Background: an optimization exercise with open tools, aiming at small area and a short achievable clock period. Do not read the settings as production practice.
RTL that was checked went through simulation tests only; none was proved equivalent to the original.
Function not checked in run 1: the RTL went through the layout flow alone.
Power is estimated from default activity; no workload was simulated.

==> flow/design.v, too long to show whole: its modules and the start of the top module <==
// module srve_fc420: 2317 lines
module srve_fc420 (
    input  wire       clk,
    input  wire       rst,
    input  wire [6:0] cfg_w,
    input  wire       in_valid,
    input  wire [7:0] in_r,
    input  wire [7:0] in_g,
    input  wire [7:0] in_b,
    output reg        y_valid,
    output reg  [7:0] y_data,
    output reg        c_valid,
    output reg  [7:0] u_data,
    output reg  [7:0] v_data
);
  // ...
==> flow/flow/run.sh <==
#!/bin/bash
set -euo pipefail
bash standard.sh synth > synth.log 2>&1
bash standard.sh SETUP_SLACK_MARGIN=6.8 'BUFFER_PORTS_ARGS=-buffer_cell sky130_fd_sc_hd__buf_4' finish > layout.log 2>&1
==> flow/standard.sh <==
#!/bin/bash
# synth_recipe.tcl (not shown) runs the flow's synth.tcl, then flattens the netlist and writes it again
# the make line also repeats each setting of config.mk as NAME=value (left out here)
make -C /OpenROAD-flow-scripts/flow DESIGN_CONFIG=/design/flow/config.mk WORK_HOME=/design/flow/orfs CLKGATE_MAP_FILE= SYNTH_SCRIPT=/design/flow/synth_recipe.tcl "${@:-finish}"
==> flow/config.mk <==
export PLATFORM = sky130hd
export DESIGN_NAME = srve_fc420
export DESIGN_NICKNAME = srve_fc420
export VERILOG_FILES = /design/flow/design.v
export SDC_FILE = /design/flow/constraint.sdc
export NUM_CORES = 4
export LEC_CHECK = 0
export CAP_MARGIN = 20
export CORE_MARGIN = 2
export CORE_UTILIZATION = 55
export CTS_CLUSTER_DIAMETER = 80
export CTS_CLUSTER_SIZE = 30
export SLEW_MARGIN = 20
==> flow/constraint.sdc <==
create_clock -name core_clock -period 10.0 [get_ports {clk}]
set_input_delay 2.0000 -clock core_clock [delete_from_list [all_inputs] [get_ports {clk}]]
set_output_delay 2.0000 -clock core_clock [all_outputs]
set_load 0.01 [all_outputs]
==> flow_summary.yaml, run 1 <==
yosys:
  synth.most_common_cell: "edfxtp_1"
  synth.area.top_cells: "edfxtp_1 49%, dfxtp_1 13%, fa_1 12%, ha_1 5.9%, inv_1 3.8%"
  synth-adder-area-share_pct: 17.8
  sequential_element_share_of_the_synthesized_area_pct: 61.5
  synth_top_area_share_pct: 48.9
timing:
  timing.max_slew.rel_slack_pct: 15.9
  final_period_minus_worst_setup_slack_ns: 3.27
  worst_pin_slew_ns: 1.25
  worst_clock_skew_ns: 0.0601
floorplan:
  pin_count: 60
setup_path:
  worst-endpoint-required_ns: 10.46
  cp_slowest_cell: "o31a_1"
  endpoint_kind: "flip-flop"
  cp_common_cell: "a21oi_2"
min_path:
  min_path_type: "flip-flop to flip-flop"
  worst_hold_path.endpoint: "cv3"
cells_and_area:
  reg.largest.list: "line: 864 flops, oh: 32 flops, p0: 11 flops"
  largest_register_ff_count: 864
  mostFrequentLayoutCell: "edfxtp_1"
  multi_input_area_share_pct: 30.5
  fill_cells: 7500
routing:
  highest-signal-layer: "met5"
  ant_nets: 0
  dr.first_iter.drc_count: 3708
global_route:
  global_route.usage.total_pct: 31.5
  grt_antenna_before_repair: 7
  grt_pass1_vias: 32700
clock_tree:
  post_cts_resized: 253
  cts.path.max_buffers: 3
  clock_tree.htree_level_count: 2
power:
  switching_share_pct: 36.2
  power.largest_group: "combinational cells"
  seq_cell_power_mw: 6.70
  cellLeakagePower_nw: 23.7
  cell_pwr_density_nw_per_um2: 279
  design_power_total_mw: 17.2
run_status:
  status: "timing/DRC/antenna clean"
==> run 2, diff against run 1 <==
--- a/flow/design.v
+++ b/flow/design.v
@@ -1130,57 +1130,63 @@
         v0 <= in_valid & ~rst;
         rq <= rst;
         r0 <= in_r;
         g0 <= in_g;
         b0 <= in_b;
         p0 <= {1'b0, in_r, 2'b00} + {3'b000, in_g};
         if (rst) wlast <= cfg_w[5:1] - 5'd1;
     end
-    reg [31:0] oh;
-    reg        ph, odd;
-    wire       last = oh[wlast];
+    reg [4:0] blk;
+    reg       ph, odd;
     always @(posedge clk) begin
         if (rq) begin
-            oh  <= 32'd1;
+            blk <= 5'd0;
             ph  <= 1'b0;
             odd <= 1'b0;
         end else if (v0) begin
             ph <= ~ph;
             if (ph) begin
-                if (last) begin
-                    oh  <= 32'd1;
+                if (blk == wlast) begin
+                    blk <= 5'd0;
                     odd <= ~odd;
                 end else begin
-                    oh  <= {oh[30:0], 1'b0};
+                    blk <= blk + 5'd1;
                 end
             end
         end
     end
     reg  [26:0] line [0:31];
-    reg  [26:0] top;
+    reg         shift;
+    always @(posedge clk)
+        shift <= in_valid & ~rst & ~rq & (ph ^ v0);
+    wire [1:0]  seg = wlast[4:3];
+    wire [2:0]  tap = wlast[2:0];
+    wire [26:0] top = odd ? line[{2'b11, tap}] : 27'd0;
     integer k;
-    always @(*) begin
-        top = 27'd0;
-        for (k = 0; k < 32; k = k + 1)
-            top = top | (line[k] & {27{oh[k] & odd}});
-    end
     reg [9:0] ar, ag, ab;        
     always @(posedge clk)
         if (v0 && !ph) begin
             ar <= {1'b0, top[26:18]} + {2'b0, r0};
             ag <= {1'b0, top[17:9]}  + {2'b0, g0};
             ab <= {1'b0, top[8:0]}   + {2'b0, b0};
         end
     wire [9:0] sr = ar + {2'b0, r0};
     wire [9:0] sg = ag + {2'b0, g0};
     wire [9:0] sb = ab + {2'b0, b0};
+    wire [26:0] push = {sr[8:0], sg[8:0], sb[8:0]};
     always @(posedge clk)
-        for (k = 0; k < 32; k = k + 1)
-            if (v0 && ph && !odd && oh[k]) line[k] <= {sr[8:0], sg[8:0], sb[8:0]};
+        if (shift) begin
+            line[0]  <= push;
+            line[8]  <= (seg == 2'd2) ? push : line[7];
+            line[16] <= (seg == 2'd1) ? push : line[15];
+            line[24] <= (seg == 2'd0) ? push : line[23];
+            for (k = 1; k < 32; k = k + 1)
+                if (k % 8 != 0) line[k] <= line[k - 1];
+        end
     reg       cv1;
     reg [9:0] R1, G1, B1;        
     always @(posedge clk) begin
         cv1 <= v0 & ph & odd & ~rq;
         R1  <= sr;
         G1  <= sg;
         B1  <= sb;
     end
==> flow/config.mk (replaced) <==
export PLATFORM = sky130hd
export DESIGN_NAME = srve_fc420
export DESIGN_NICKNAME = srve_fc420
export VERILOG_FILES = /design/flow/design.v
export SDC_FILE = /design/flow/constraint.sdc
export NUM_CORES = 4
export LEC_CHECK = 0
export CAP_MARGIN = 20
export CORE_MARGIN = 2
export CORE_UTILIZATION = 65
export CTS_CLUSTER_DIAMETER = 60
export CTS_CLUSTER_SIZE = 20
export SLEW_MARGIN = 20
==> run 2 against run 1 <==
Effect of this change: register-to-register slack hardly changed; setup slack got worse by 0.0015 ns; critical path depth shrank 3; routed wire length shrank 39%.
==> flow_summary.yaml, run 2 <==
timing:
  whs_ns: 0.392
  timing.max_slew.rel_slack_pct: 24.3
  final_period_minus_worst_setup_slack_ns: 3.27
  timing_max_transition_violations_final: 0
  finalHoldViolCount: 0
  tns_ns: 0
  setup_viol: 0
  worst_clock_skew_ns: 0.0420
  grt_setup_unrepaired: "true"
  final_min_period_over_clock_period_pct: 32.7
  fmaxAchievable_mhz: 306
  worst_pin_slew_ns: 1.14
yosys:
  sequential_element_share_of_the_synthesized_area_pct: 65.1
  async_set_reset_flop_share_out_of_synthesis_pct: 0
  postSynth.topFlopCell: "edfxtp_1"
  synth.area.top_cells: "edfxtp_1 53%, fa_1 13%, dfxtp_1 12%, ha_1 6.4%, inv_1 4.5%"
  synth_enable_flop_cells: 899
  synth.most_common_cell: "edfxtp_1"
  ys_seq_elements: 1218
  synthTopCellsByCount: "899 x edfxtp_1, 613 x inv_1, 326 x fa_1"
  syn-num-nets: 3961
  mapped_avg_cell_area_um2: 15.4
  synth.lib_cells_used.distinct: 62
  synth_top_area_share_pct: 52.7
  yosysTopAreaCell: "edfxtp_1"
  post_synth_inst_count: 3338
  total_standard_cell_area_after_synthesis_um2: 51300
  yosys_warnings: 2
floorplan:
  pin_count: 60
  fp.dieArea_um2: 81100
  core_um2: 77700
  std_cell_rows: 102
  die_y_um: 285
  die_w_um: 285
  initial_core_utilization_pct: 66.0
global_route:
  gr-usage-met1_pct: 33.9
  globalRouteMet2Util_pct: 40.8
  grt_pass1_vias: 26800
  grt_antenna_before_repair: 8
  routing_layer_with_the_top_usage_in_global_route: "met2"
  grt_max_degree: 205
  grt_first_pass_wirelength_um: 151000
  met3_usage_pct: 3.13
  grt_remaining_overflow: 0
  global_route.usage.total_pct: 24.5
routing:
  dr.first_iter.drc_count: 1887
  via_per_inst: 5.48
  finalWirelength_um: 97900
  post-route-drc-count: 0
  vias: 25600
  ant_nets: 0
  drt_pre_antenna_iters: 5
  detail_route.wl_per_cell_um: 21.0
power:
  share_clk_of_total_power_pct: 18.5
  pwr-share-seq_pct: 36.7
  power_report.internal_total_mw: 11.4
  cell_pwr_density_nw_per_um2: 311
  cellLeakagePower_nw: 22.7
  ir_drop_v: 0.000310
  combinationalPowerShare_pct: 44.8
  switching_share_pct: 36.5
  p_switching_mw: 6.54
cells_and_area:
  final_layout_size_suffix_gt1_share_pct: 14.5
  fill_cells: 4795
  mostFrequentLayoutCells: "899 x edfxtp_1, 569 x inv_1, 304 x fa_1"
  layout-area-overhead-vs-synth_pct: 12.2
  largest_register_ff_count: 864
  registers.top_by_ff_count: "line"
  reg.largest.list: "line: 864 flops, p0: 11 flops"
  final_core_util_pct: 74.0
  final_net_count: 4192
  mostFrequentLayoutCell: "edfxtp_1"
setup_path:
  cp-start-kind: "flip-flop"
  worst-endpoint-required_ns: 10.53
  endpoint_kind: "flip-flop"
  path_max_fanout: 2
  path_class: "flip-flop to flip-flop"
  cp_data_arrival_time_ns: 3.80
  r2r_cell_count: 11
run_status:
  status: "timing/DRC/antenna clean"
clock_tree:
  cts_inserted_buffers: 79
  cts.path.max_buffers: 3
  clock_tree_from_tritoncts: "done"
  clk_transition_reported_paths_ns: 0.08
  ctsRootBufferMaster: "clkbuf_16"
  clock_tree.htree_level_count: 3
  worstSkewPairLatency_ns: 0.66
  numClockSinks: 1218
placement:
  finalWeightedCongestion: 0.869
  place_hpwl_um: 64400
  portBuffers: 57
min_path:
  min_path_type: "flip-flop to flip-flop"
  worst_hold_path.num_cells: 0
flow_run:
  max_cap_viols: 0
-- run 2: cell types whose count changed after synthesis, sizes merged, moves of 13 or more --
| cell | previous run | this run |
|---|---|---|
| a22oi | 232 | 81 |
| a22o | 130 | 10 |
| o21ai | 42 | 129 |
| a221oi | 99 | 13 |
| nand2 | 33 | 112 |
| nand4 | 80 | 4 |
| clkbuf | 95 | 37 |
| inv | 560 | 613 |
| and2 | 34 | 2 |
| dfxtp | 345 | 319 |
| o31a | 23 | 2 |
| nand2b | 8 | 21 |
-- run 2: cell type report --
class / instances / area [µm²] / area share, %
sequential: 1218 / 33500 / 58.2
multi-input combinational: 1457 / 15900 / 27.6
inverter: 613 / 2420 / 4.20
clock buffer: 105 / 2150 / 3.73
timing repair buffer: 199 / 1850 / 3.22
tap: 1040 / 1300 / 2.26
clock inverter: 34 / 422 / 0.733
timing repair inverter: 1 / 7.51 / 0.0130
antenna: 3 / 7.51 / 0.0130
-- run 2: worst max-delay path, stage by stage (launching register included) --
cell and delay, ns:
dfxtp_2 0.36, inv_6 0.05, fa_1 0.52, inv_1 0.05
fa_1 0.49, inv_2 0.05, fa_1 0.56, inv_1 0.06
fa_1 0.47, inv_1 0.05, fa_1 0.47, inv_1 0.03
-- run 2: what timing repair did --
| action | 4_1_cts | 5_1_grt |
|---|---|---|
| buffers inserted | 95 | 20 |
| setup endpoints to repair | 70 | 37 |
| pin swaps | 63 | 86 |
| resized for setup | 175 | 90 |
| hold buffers | 0 | 0 |
| cloned | 7 | 2 |
-- run 2: per-stage QoR --
stage | cell area [µm²] | worst slack (ns) | power (mW) | cells
2_1_floorplan | 51300 | 3.37 | 12.3 | 3338
3_3_place_gp | 53000 | 5.85 | 14.1 | 4403
3_5_place_dp | 53000 | 5.73 | 14.4 | 4404
4_1_cts | 57000 | 6.72 | 18.0 | 4645
5_1_grt | 57500 | 6.63 | 19.7 | 4667
6_report | 57500 | 6.73 | 17.9 | 4670
-- run 2: kinds of logic (layout without fill, tap and decap cells) --
kind of cell | Yosys count | in the layout | synth area share [%]
DFF | 1218 | 1218 | 65.1
buffers and inverters | 663 | 952 | 4.88
adders and majority gates | 589 | 589 | 19.1
AOI/OAI and AO/OA | 445 | 445 | 5.67
and+or+nand+nor | 279 | 279 | 2.66
xor gates and xnor gates | 126 | 126 | 2.15
muxes | 18 | 18 | 0.381
other | 0 | 3 | 0
-- run 2: final timing paths --
kind                            slack [ns]          from      endpoint
worst max-delay path                  6.73         R1[1]       va_q261
worst min-delay path                  0.39  line[19][16]  line[20][16]
worst max register to register        6.73         R1[1]       va_q261
worst min register to register        0.39  line[19][16]  line[20][16]
-- run 2: layer usage --
metal,part of all wire (%),vias to the layer above
li1,-,11900
met1,42,12800
met2,49,746
met3,5.0,201
met4,4.0,0
met5,0,-
-- run 2: power groups by stage --
stage | registers, mW | clock network [mW] | logic (mW)
2_1_floorplan | 6.60 | 0 | 5.66
3_3_place_gp | 6.69 | 0 | 7.41
3_5_place_dp | 6.71 | 0 | 7.69
4_1_cts | 6.59 | 3.39 | 8.04
5_1_grt | 6.64 | 3.56 | 9.48
6_report | 6.58 | 3.31 | 8.02
==> run 3, diff against run 2 <==
--- a/flow/config.mk
+++ b/flow/config.mk
@@ -9,5 +9,5 @@
 export CORE_MARGIN = 2
-export CORE_UTILIZATION = 65
-export CTS_CLUSTER_DIAMETER = 60
-export CTS_CLUSTER_SIZE = 20
+export CORE_UTILIZATION = 55
+export CTS_CLUSTER_DIAMETER = 80
+export CTS_CLUSTER_SIZE = 24
 export SLEW_MARGIN = 20
==> run 3 against run 2 <==
Effect of this change: critical endpoint unchanged; largest cell class unchanged; critical path type unchanged; still clean; setup slack improved by 0.014 ns; largest power group unchanged; final cell count rose by 4.0%; worst hold slack better by 0.0067 ns; flip-flop and latch count stayed put; total power down 3.6%; routed wire length shrank 0.30%; final area fell by 0.21%; sequential share of layout area grew 0.15 points; non-clock buffer count up 14.
==> flow_summary.yaml, run 3 <==
run_status:
  status: "timing/DRC/antenna clean"
routing:
  vias: 25100
  drt_pre_antenna_iters: 5
  via_per_inst: 5.17
  dr.first_iter.drc_count: 1913
  ant_nets: 0
  detail_route.wl_per_cell_um: 20.1
  finalWirelength_um: 97600
  post-route-drc-count: 0
clock_tree:
  cts_inserted_buffers: 60
  cts.path.max_buffers: 3
  clock_tree.htree_level_count: 2
  ctsRootBufferMaster: "clkbuf_16"
  clk_transition_reported_paths_ns: 0.09
  hold_buffers: 0
  worstSkewPairLatency_ns: 0.72
  numClockSinks: 1218
  clock_tree_from_tritoncts: "done"
yosys:
  synth.lib_cells_used.distinct: 62
  syn-num-nets: 3961
  synthSimpleGateAreaFrac_pct: 2.66
  post_synth_inst_count: 3338
  ys_seq_elements: 1218
  synthTopCellsByCount: "899 x edfxtp_1, 613 x inv_1, 326 x fa_1"
  async_set_reset_flop_share_out_of_synthesis_pct: 0
  sequential_element_share_of_the_synthesized_area_pct: 65.1
  synth_compound_area_share_pct: 5.67
  yosysTopAreaCell: "edfxtp_1"
  synth.most_common_cell: "edfxtp_1"
  synth_top_family_by_area: "adder cells"
  mapped_avg_cell_area_um2: 15.4
  yosys_warnings: 2
  synth_xor_area_share_pct: 2.15
  synth_top_area_share_pct: 52.7
  synth_enable_flop_cells: 899
  total_standard_cell_area_after_synthesis_um2: 51300
  synth-adder-area-share_pct: 19.1
  postSynth.topFlopCell: "edfxtp_1"
  post_synth_mux_area_share_pct: 0.381
  synth.area.top_cells: "edfxtp_1 53%, fa_1 13%, dfxtp_1 12%, ha_1 6.4%, inv_1 4.5%"
global_route:
  global_route.usage.total_pct: 20.7
  grt_remaining_overflow: 0
  grt_max_degree: 212
  grt_antenna_before_repair: 5
  grt_first_pass_wirelength_um: 150000
  grt_pass1_vias: 26100
timing:
  timing.max_slew.rel_slack_pct: 24.9
  fmaxAchievable_mhz: 307
  whs_ns: 0.399
  final_min_period_over_clock_period_pct: 32.6
  tns_ns: 0
  worst_pin_slew_ns: 1.13
  final_period_minus_worst_setup_slack_ns: 3.26
  postLayoutSetupSlackWorst_ns: 6.74
  worst_clock_skew_ns: 0.0435
  setup_viol: 0
  finalHoldViolCount: 0
  grt_setup_unrepaired: "true"
  timing_max_transition_violations_final: 0
setup_path:
  endpoint_kind: "flip-flop"
  path_max_fanout: 2
  path_class: "flip-flop to flip-flop"
  cp_slowest_cell: "fa_1"
  cp_data_arrival_time_ns: 3.86
  path_cells: "buf_6, fa_1, inv_1, fa_1, inv_1, fa_1, inv_1, fa_1, inv_1, fa_1, inv_1"
  worst-endpoint-required_ns: 10.60
  cp-start-kind: "flip-flop"
  critical-path-max-stage-delay_ns: 0.53
power:
  ir_drop_v: 0.000333
  combinationalPowerShare_pct: 45.8
  cell_pwr_density_nw_per_um2: 301
  p_switching_mw: 6.33
  share_clk_of_total_power_pct: 16.1
  pwr-share-seq_pct: 38.1
  cellLeakagePower_nw: 22.5
  power_report.internal_total_mw: 10.9
  switching_share_pct: 36.6
placement:
  finalWeightedCongestion: 0.866
  place_area_um2: 53300
  place_worst_setup_slack_ns: 6.02
  place_hpwl_um: 65200
  portBuffers: 57
floorplan:
  core_um2: 92100
  fp.dieArea_um2: 95700
  std_cell_rows: 111
  die_w_um: 309
  initial_core_utilization_pct: 55.7
  pin_count: 60
  die_y_um: 309
cells_and_area:
  largest_register_ff_count: 864
  reg.largest.list: "line: 864 flops, p0: 11 flops"
  layout-area-overhead-vs-synth_pct: 12.0
  layout.cell_area.non_filler_um2: 57400
  fill_cells: 6897
  final_net_count: 4186
  mostFrequentLayoutCell: "edfxtp_1"
  mostFrequentLayoutCells: "899 x edfxtp_1, 572 x inv_1, 306 x fa_1"
  final_layout_size_suffix_gt1_share_pct: 13.8
  registers.top_by_ff_count: "line"
min_path:
  min_path_type: "flip-flop to flip-flop"
flow_run:
  max_cap_viols: 0
[run 3: cell counts after synthesis]
No cell type changed its count.
[run 3: final timing paths]
| path | startpoint | endpoint | slack (ns) | cells past startpoint |
|---|---|---|---|---|
| worst min register to register | line[5][13] | line[6][13] | 0.40 | 0 |
| worst min-delay path | line[5][13] | line[6][13] | 0.40 | 0 |
| worst max register to register | R1[6] | va_q261 | 6.74 | 11 |
| worst max-delay path | R1[6] | va_q261 | 6.74 | 11 |
[run 3: area by class of cell]
| cell class | instances | area, µm² | share of cell area, % |
|---|---|---|---|
| inverters | 613 | 2410 | 4.20 |
| repair buffers | 213 | 2190 | 3.81 |
| clock buffers | 100 | 1670 | 2.91 |
| clock inverters | 13 | 226 | 0.394 |
| flip-flops and latches | 1218 | 33500 | 58.4 |
| well taps | 1243 | 1560 | 2.71 |
| multi-input cells | 1457 | 15800 | 27.6 |
| diodes | 2 | 5.00 | 0.00871 |
[run 3: metrics by stage]
stage / utilization [%] / instances / power [mW]
floorplan: - / 3338 / 12.3
global placement: 57.9 / 4610 / 14.2
detailed placement: 57.9 / 4610 / 14.4
CTS: 61.6 / 4818 / 17.6
global route: 62.4 / 4857 / 19.1
finish: 62.4 / 4859 / 17.3
[run 3: what timing repair did]
action                     in CTS  in global routing
buffers inserted               87                 33
setup endpoints to repair     470                 57
resized for setup             204                 74
pin swaps                      74                 59
gates cloned                    8                  6
[run 3: kinds of logic after synthesis]
| logic type | count (synthesis) |
|---|---|
| XOR/XNOR | 126 |
| flip-flops | 1218 |
| AND/OR/NAND/NOR | 279 |
| buffers and inverters | 663 |
| adder cells (fa/ha/maj) | 589 |
| multiplexers | 18 |
| AO/OA/AOI/OAI | 445 |
[run 3: worst max-delay path, delay by kind of cell (launching register included)]
kind / cells / cell delay [ns]
fa+ha+maj: 5 / 2.41
buf+inv: 6 / 0.37
flops: 1 / 0.38
[run 3: routing by layer]
metal / part of all wire (%) / wire [µm] / global-route usage (%) / up-vias
met5: 0 / 0 / 0 / -
li1: - / - / - / 11800
met1: 45 / 43500 / 28.8 / 12700
met3: 3.3 / 3260 / 2.15 / 172
met4: 4.2 / 4130 / 7.99 / 0
met2: 48 / 46700 / 34.1 / 444
[run 3: power by group through the flow]
stage | Clock, mW | Combinational, mW | Sequential, mW
floorplan | 0 | 5.66 | 6.60
global placement | 0 | 7.54 | 6.70
detailed placement | 0 | 7.69 | 6.72
CTS | 2.88 | 8.08 | 6.60
global route | 3.05 | 9.42 | 6.66
finish | 2.78 | 7.91 | 6.59

## static timing again, ports no longer ideal
The flow's constraints put no driver on any port. The routed layouts listed below were extracted and timed again, unchanged, in two steps. Step 1, drivers: a clkbuf_16 drives clk and a buf_2 each remaining input, both assumed. Step 2, shift: input delay + t, output delay - t, t = (earliest + latest rising clock arrival at the registers) / 2. This alone moves slack from input paths to output paths. Three values: no drivers, after step 1, after step 2; two values: the first two.
run | t (ns) | slack for setup (ns) | hold WS [ns] | worst setup path after step 2 | worst register clock-pin slew, ns
run 1 | 0.790 | 6.728 / 6.728 / 6.443 | 0.423 / 0.423 / 0.423 | input to register | 0.12 / 0.12
run 2 | 0.711 | 6.727 / 6.727 / 6.485 | 0.392 / 0.392 / 0.392 | input to register | 0.09 / 0.09
run 3 | 0.766 | 6.741 / 6.741 / 6.466 | 0.399 / 0.399 / 0.399 | input to register | 0.10 / 0.10
After both steps setup and hold are still met in every run listed. For run 1, which loses most, drivers alone change the setup slack by 0.000 ns; drivers and shift together by -0.285 ns.
